Source: an optimization exercise on an open RTL-to-GDS flow (aim: small area, a short achievable clock period and few clock cycles). Production flows keep margins and buffers that such runs may drop. The RTL was checked by simulation tests, not by an equivalence proof against the original design. The flow treats the clock pin as an ideal source. Dropping or thinning the clock tree relies on that and would not hold on a real chip. Power is estimated from default activity; no workload was simulated.

## rle_export
module rle_export (
    input  wire        clk,
    input  wire        rst,         
    input  wire        start,
    input  wire [15:0] cfg_w,
    input  wire [15:0] cfg_h,
    input  wire [15:0] cfg_tilew,
    input  wire [4:0]  cfg_levels,
    input  wire        cfg_invert,
    output wire        busy,
    output wire        done,
    output reg  [7:0]  errcode,
    input  wire        pix_valid,
    output wire        pix_ready,
    input  wire [23:0] pix_rgb,
    output reg         out_valid,
    input  wire        out_ready,
    output reg  [7:0]  out_byte,
    output reg         out_last
);
==> flow/config.mk <==
export PLATFORM = sky130hd
export DESIGN_NAME = rle_export
export DESIGN_NICKNAME = rle_export
export VERILOG_FILES = /design/flow/design.v
export SDC_FILE = /design/flow/constraint.sdc
export NUM_CORES = 4
export LEC_CHECK = 0
export ABC_AREA = 1
export CAP_MARGIN = 20
export CORE_MARGIN = 2
export CORE_UTILIZATION = 55
export CTS_BUF_LIST = sky130_fd_sc_hd__clkbuf_8
export PLACE_DENSITY = 0.7
export SLEW_MARGIN = 20
==> flow/constraint.sdc <==
create_clock -name core_clock -period 23.0 [get_ports {clk}]
set_input_delay 4.6000 -clock core_clock [delete_from_list [all_inputs] [get_ports {clk}]]
set_output_delay 4.6000 -clock core_clock [all_outputs]
set_load 0.01 [all_outputs]
standard.sh (not shown) runs the stock make flow with config.mk's settings and CLKGATE_MAP_FILE= SYNTH_SCRIPT=/design/flow/synth_recipe.tcl, a recipe that flattens the netlist after the stock synthesis.
==> flow/flow/run.sh <==
#!/bin/bash
# The standard layout with three changes in how it is made:
#  - the port buffers are buf_1 cells (repair upsizes the ones on critical
#    paths) instead of the slow default buffer that buffer_ports picks;
#  - timing repair aims for more setup slack than the clock period needs;
#  - the clock tree is a balanced two-level tree built by flow/cts_manual.tcl
#    in place of TritonCTS (the clock port drives 4 buffers).
set -euo pipefail
export BUFFER_PORTS_ARGS="-buffer_cell sky130_fd_sc_hd__buf_1"
export SETUP_SLACK_MARGIN=17.6
export PRE_CTS_TCL="$PWD/flow/cts_manual.tcl"
bash standard.sh > standard.log 2>&1
==> flow/flow/cts_manual.tcl <==
# Sourced by ORFS's cts.tcl before its clock_tree_synthesis call (PRE_CTS_TCL).
# Replaces TritonCTS with a shallow, balanced two-level tree: the clock port
# drives NR root buffers, each root drives a contiguous group of the NB leaf
# buffers, and each leaf buffer drives one cluster of flip-flops, the
# clusters found by capacitated k-means on the flip-flops' positions.
# All registers see the same number of buffers between the port and their
# clock pin.

set ::cts_nb 8
set ::cts_nr 4
set ::cts_leaf sky130_fd_sc_hd__clkbuf_16
set ::cts_root sky130_fd_sc_hd__clkbuf_16

proc manual_leaves {nb master_name} {
  set db [ord::get_db]
  set block [ord::get_db_block]
  set clk [$block findNet clk]
  set master [$db findMaster $master_name]
  set sinks {}
  foreach it [$clk getITerms] {
    if {[[$it getMTerm] getName] eq "CLK"} { lappend sinks $it }
  }
  set pts {}
  foreach it $sinks {
    set bb [[$it getInst] getBBox]
    lappend pts [list [expr {([$bb xMin]+[$bb xMax])/2}] [expr {([$bb yMin]+[$bb yMax])/2}]]
  }
  set n [llength $pts]
  set die [$block getDieArea]
  set W [$die dx]; set H [$die dy]
  set g [expr {int(ceil(sqrt($nb)))}]
  set rows [expr {($nb + $g - 1) / $g}]
  set cents {}
  for {set k 0} {$k < $nb} {incr k} {
    lappend cents [list [expr {($k % $g + 0.5) * $W / $g}] [expr {(int($k / $g) + 0.5) * $H / $rows}]]
  }
  set cap [expr {int(ceil(double($n) / $nb)) + 2}]
  for {set iter 0} {$iter < 30} {incr iter} {
    set pairs {}
    for {set i 0} {$i < $n} {incr i} {
      lassign [lindex $pts $i] x y
      for {set k 0} {$k < $nb} {incr k} {
        lassign [lindex $cents $k] cx cy
        lappend pairs [list [expr {abs($x-$cx)+abs($y-$cy)}] $i $k]
      }
    }
    set pairs [lsort -real -index 0 $pairs]
    set assign [lrepeat $n -1]
    set cnt [lrepeat $nb 0]
    foreach p $pairs {
      lassign $p d i k
      if {[lindex $assign $i] >= 0} continue
      if {[lindex $cnt $k] >= $cap} continue
      lset assign $i $k
      lset cnt $k [expr {[lindex $cnt $k] + 1}]
    }
    set sx [lrepeat $nb 0.0]; set sy [lrepeat $nb 0.0]
    for {set i 0} {$i < $n} {incr i} {
      set k [lindex $assign $i]
      lassign [lindex $pts $i] x y
      lset sx $k [expr {[lindex $sx $k] + $x}]
      lset sy $k [expr {[lindex $sy $k] + $y}]
    }
    for {set k 0} {$k < $nb} {incr k} {
      set c [lindex $cnt $k]
      if {$c > 0} { lset cents $k [list [expr {[lindex $sx $k]/$c}] [expr {[lindex $sy $k]/$c}]] }
    }
  }
  for {set k 0} {$k < $nb} {incr k} {
    set net [odb::dbNet_create $block "clknet_leaf_$k"]
    $net setSigType CLOCK
    set inst [odb::dbInst_create $block $master "clkbuf_leaf_$k"]
    lassign [lindex $cents $k] cx cy
    $inst setLocation [expr {int($cx)}] [expr {int($cy)}]
    $inst setPlacementStatus PLACED
    $inst setSourceType TIMING
    [$inst findITerm A] connect $clk
    [$inst findITerm X] connect $net
    set nets($k) $net
  }
  for {set i 0} {$i < $n} {incr i} {
    set it [lindex $sinks $i]
    $it disconnect
    $it connect $nets([lindex $assign $i])
  }
  puts "manual clock tree: $n sinks in $nb clusters of $cnt"
}

proc manual_roots {nr master_name} {
  set db [ord::get_db]
  set block [ord::get_db_block]
  set clk [$block findNet clk]
  set master [$db findMaster $master_name]
  set lx {}
  foreach it [$clk getITerms] {
    set bb [[$it getInst] getBBox]
    lappend lx [list [$bb xMin] [$bb yMin] $it]
  }
  set lx [lsort -integer -index 0 $lx]
  set nl [llength $lx]
  set per [expr {int(ceil(double($nl) / $nr))}]
  for {set r 0} {$r < $nr} {incr r} {
    set grp [lrange $lx [expr {$r * $per}] [expr {($r + 1) * $per - 1}]]
    if {[llength $grp] == 0} continue
    set sx 0; set sy 0
    foreach e $grp { set sx [expr {$sx + [lindex $e 0]}]; set sy [expr {$sy + [lindex $e 1]}] }
    set net [odb::dbNet_create $block "clknet_root_$r"]
    $net setSigType CLOCK
    set inst [odb::dbInst_create $block $master "clkbuf_root_$r"]
    $inst setLocation [expr {$sx / [llength $grp]}] [expr {$sy / [llength $grp]}]
    $inst setPlacementStatus PLACED
    $inst setSourceType TIMING
    [$inst findITerm A] connect $clk
    [$inst findITerm X] connect $net
    foreach e $grp { set it [lindex $e 2]; $it disconnect; $it connect $net }
  }
  puts "manual clock tree: $nl leaf buffers under $nr root buffers"
}

rename clock_tree_synthesis orfs_clock_tree_synthesis
proc clock_tree_synthesis {args} {
  global cts_nb cts_nr cts_leaf cts_root
  manual_leaves $cts_nb $cts_leaf
  manual_roots $cts_nr $cts_root
  set_propagated_clock [all_clocks]
}
The starting point produced a clean layout.
Testbench counts at the start, summed over its fixed seeds: cycles 64,768.
Next try:
--- a/flow/flow/cts_manual.tcl
+++ b/flow/flow/cts_manual.tcl
@@ -10,5 +10,5 @@
 set ::cts_nr 4
 set ::cts_leaf sky130_fd_sc_hd__clkbuf_16
-set ::cts_root sky130_fd_sc_hd__clkbuf_16
+set ::cts_root sky130_fd_sc_hd__clkbuf_8
 
 proc manual_leaves {nb master_name} {
- CAP_MARGIN: 20 -> 0
- CORE_UTILIZATION: 55 -> 40
- PLACE_DENSITY: 0.7 -> 0.6
- SLEW_MARGIN: 20 -> 0
The new run completed with no timing, DRC or antenna violations.
Power fell by 1.4%.
Maximum frequency hardly moves.
Routed wire length rose by 1.2%.
Next try:
--- a/flow/flow/run.sh
+++ b/flow/flow/run.sh
@@ -1,4 +1,7 @@
 #!/bin/bash
-# The standard layout with three changes in how it is made:
+# The standard layout with four changes in how it is made:
+#  - synthesis is the standard synthesis script, run with ORFS's scripts
+#    except for ABC's area script (flow/abc_area.script, an area-recovering
+#    mapping); registers are mapped before ABC runs, so they are the same;
 #  - the port buffers are buf_1 cells (repair upsizes the ones on critical
 #    paths) instead of the slow default buffer that buffer_ports picks;
@@ -10,3 +13,7 @@
 export SETUP_SLACK_MARGIN=17.6
 export PRE_CTS_TCL="$PWD/flow/cts_manual.tcl"
+rm -rf scripts_abc
+cp -r "$FLOW_HOME/scripts" scripts_abc
+cp flow/abc_area.script scripts_abc/abc_area.script
+SCRIPTS_DIR="$PWD/scripts_abc" bash standard.sh synth > synth.log 2>&1
 bash standard.sh > standard.log 2>&1
==> flow/flow/abc_area.script (new file) <==
&get -n
&st
&dch
&nf -a
&put
topo
--- a/flow/flow/cts_manual.tcl
+++ b/flow/flow/cts_manual.tcl
@@ -7,7 +7,7 @@
 # clock pin.
 
-set ::cts_nb 8
+set ::cts_nb 12
 set ::cts_nr 4
-set ::cts_leaf sky130_fd_sc_hd__clkbuf_16
+set ::cts_leaf sky130_fd_sc_hd__clkbuf_8
 set ::cts_root sky130_fd_sc_hd__clkbuf_8
 
- CAP_MARGIN: 0 -> 20
- PLACE_DENSITY: 0.6 -> 0.75
- SLEW_MARGIN: 0 -> 20
=> Flip-flop and latch count stays the same; setup slack loses 0.031 ns; routed wire length decreases by a little under a tenth; cell count decreases by about a fifth.
Next try:
==> flow/flow/abc_area.script (replaced) <==
&get -n
&st
&dch
&nf -a -R 1000
&put
topo
--- a/flow/flow/cts_manual.tcl
+++ b/flow/flow/cts_manual.tcl
@@ -7,7 +7,7 @@
 # clock pin.
 
-set ::cts_nb 12
+set ::cts_nb 8
 set ::cts_nr 4
-set ::cts_leaf sky130_fd_sc_hd__clkbuf_8
+set ::cts_leaf sky130_fd_sc_hd__clkbuf_16
 set ::cts_root sky130_fd_sc_hd__clkbuf_8
 
- PLACE_DENSITY: 0.75 -> 0.6
What happened: Clock power rose by about 10%; worst setup slack gains 0.037 ns; routed wire length went up by 3.9%; fmax grows by 0.69%; die area shrinks by 0.41%.
Next try:
==> flow/flow/run.sh (replaced) <==
#!/bin/bash
# The standard layout with three changes in how it is made:
#  - the port buffers are buf_1 cells (repair upsizes the ones on critical
#    paths) instead of the slow default buffer that buffer_ports picks;
#  - timing repair aims for more setup slack than the clock period needs;
#  - the clock tree is a balanced two-level tree built by flow/cts_manual.tcl
#    in place of TritonCTS (the clock port drives 4 buffers).
set -euo pipefail
export BUFFER_PORTS_ARGS="-buffer_cell sky130_fd_sc_hd__buf_1"
export SETUP_SLACK_MARGIN=17.6
export PRE_CTS_TCL="$PWD/flow/cts_manual.tcl"
bash standard.sh > standard.log 2>&1
--- a/flow/flow/cts_manual.tcl
+++ b/flow/flow/cts_manual.tcl
@@ -10,5 +10,5 @@
 set ::cts_nr 4
 set ::cts_leaf sky130_fd_sc_hd__clkbuf_16
-set ::cts_root sky130_fd_sc_hd__clkbuf_8
+set ::cts_root sky130_fd_sc_hd__clkbuf_16
 
 proc manual_leaves {nb master_name} {
removed: flow/flow/abc_area.script
Result: Via count came out higher by roughly a tenth. Worst hold slack is worse by 0.013 ns. Clock skew decreases by 0.0075 ns. Power falls by roughly a tenth. Sequential power falls by a few percent. Setup slack hardly moves. Combinational power came out lower by a quarter to a third. Clock power rises by roughly a tenth. Core utilization falls by 1.7 points.
Next try:
--- a/flow/flow/run.sh
+++ b/flow/flow/run.sh
@@ -1,4 +1,7 @@
 #!/bin/bash
-# The standard layout with three changes in how it is made:
+# The standard layout with four changes in how it is made:
+#  - synthesis is the standard synthesis script, run with ORFS's scripts
+#    except for ABC's area script (flow/abc_area.script, an area-recovering
+#    mapping); registers are mapped before ABC runs, so they are the same;
 #  - the port buffers are buf_1 cells (repair upsizes the ones on critical
 #    paths) instead of the slow default buffer that buffer_ports picks;
@@ -10,3 +13,7 @@
 export SETUP_SLACK_MARGIN=17.6
 export PRE_CTS_TCL="$PWD/flow/cts_manual.tcl"
+rm -rf scripts_abc
+cp -r "$FLOW_HOME/scripts" scripts_abc
+cp flow/abc_area.script scripts_abc/abc_area.script
+SCRIPTS_DIR="$PWD/scripts_abc" bash standard.sh synth > synth.log 2>&1
 bash standard.sh > standard.log 2>&1
==> flow/flow/abc_area.script (new file) <==
&get -n
&st
&dch
&nf -a
&put
topo
--- a/flow/flow/cts_manual.tcl
+++ b/flow/flow/cts_manual.tcl
@@ -10,5 +10,5 @@
 set ::cts_nr 4
 set ::cts_leaf sky130_fd_sc_hd__clkbuf_16
-set ::cts_root sky130_fd_sc_hd__clkbuf_16
+set ::cts_root sky130_fd_sc_hd__clkbuf_8
 
 proc manual_leaves {nb master_name} {
Critical path depth stays the same.
Routed wire length is lower by 7.3%.
Sequential cell count does not change.
Sequential power goes up by 5.4%.
Sequential share of layout area rises by 1.8 points.
Power went up by 8.7%.
Final area decreases by 4.1%.
Final cell count went down by 16%.
Global-route usage drops by 0.48 points.
Die area drops by 5.5%.
In every run of this note, the design's own scripts or RTL, not TritonCTS, make the clock network.

==> separate check: timing with driven ports <==
How much do the figures lean on ideal ports? The routed layouts below were timed once more, with nothing changed but the port constraints.
Step 1: set_driving_cell puts a clkbuf_16 on clk and a buf_2 on each other input, an assumption about the parent block.
Step 2 adds t to the input delays and takes it off the output delays; t is the mean of the earliest and latest rising clock arrival at the registers after step 1. Input paths then give back, and output paths get back, about the clock's delay inside the block.
Three values: ideal ports, drivers, drivers and shift; two values: the first two.
run	t, ns	setup WS [ns]	worst setup path after step 2	clock arrival spread, ns	slew at the worst register clock pin (ns)
the first run	0.364	17.572 / 17.476 / 17.457	input to register	0.026 / 0.027	0.09 / 0.09
the second run	0.366	17.581 / 17.508 / 17.425	input to register	0.029 / 0.028	0.09 / 0.09
the third run	0.361	17.550 / 17.480 / 17.403	input to register	0.043 / 0.044	0.10 / 0.10
the fourth run	0.364	17.588 / 17.515 / 17.456	input to register	0.030 / 0.029	0.09 / 0.09
the fifth run	0.365	17.590 / 17.505 / 17.421	input to register	0.025 / 0.025	0.09 / 0.09
the sixth run	0.356	17.564 / 17.494 / 17.390	input to register	0.034 / 0.034	0.09 / 0.09
After both steps every run listed still meets setup and hold. The setup slack of the sixth run, which loses most, moves by -0.070 ns with the drivers and by -0.174 ns with both steps.
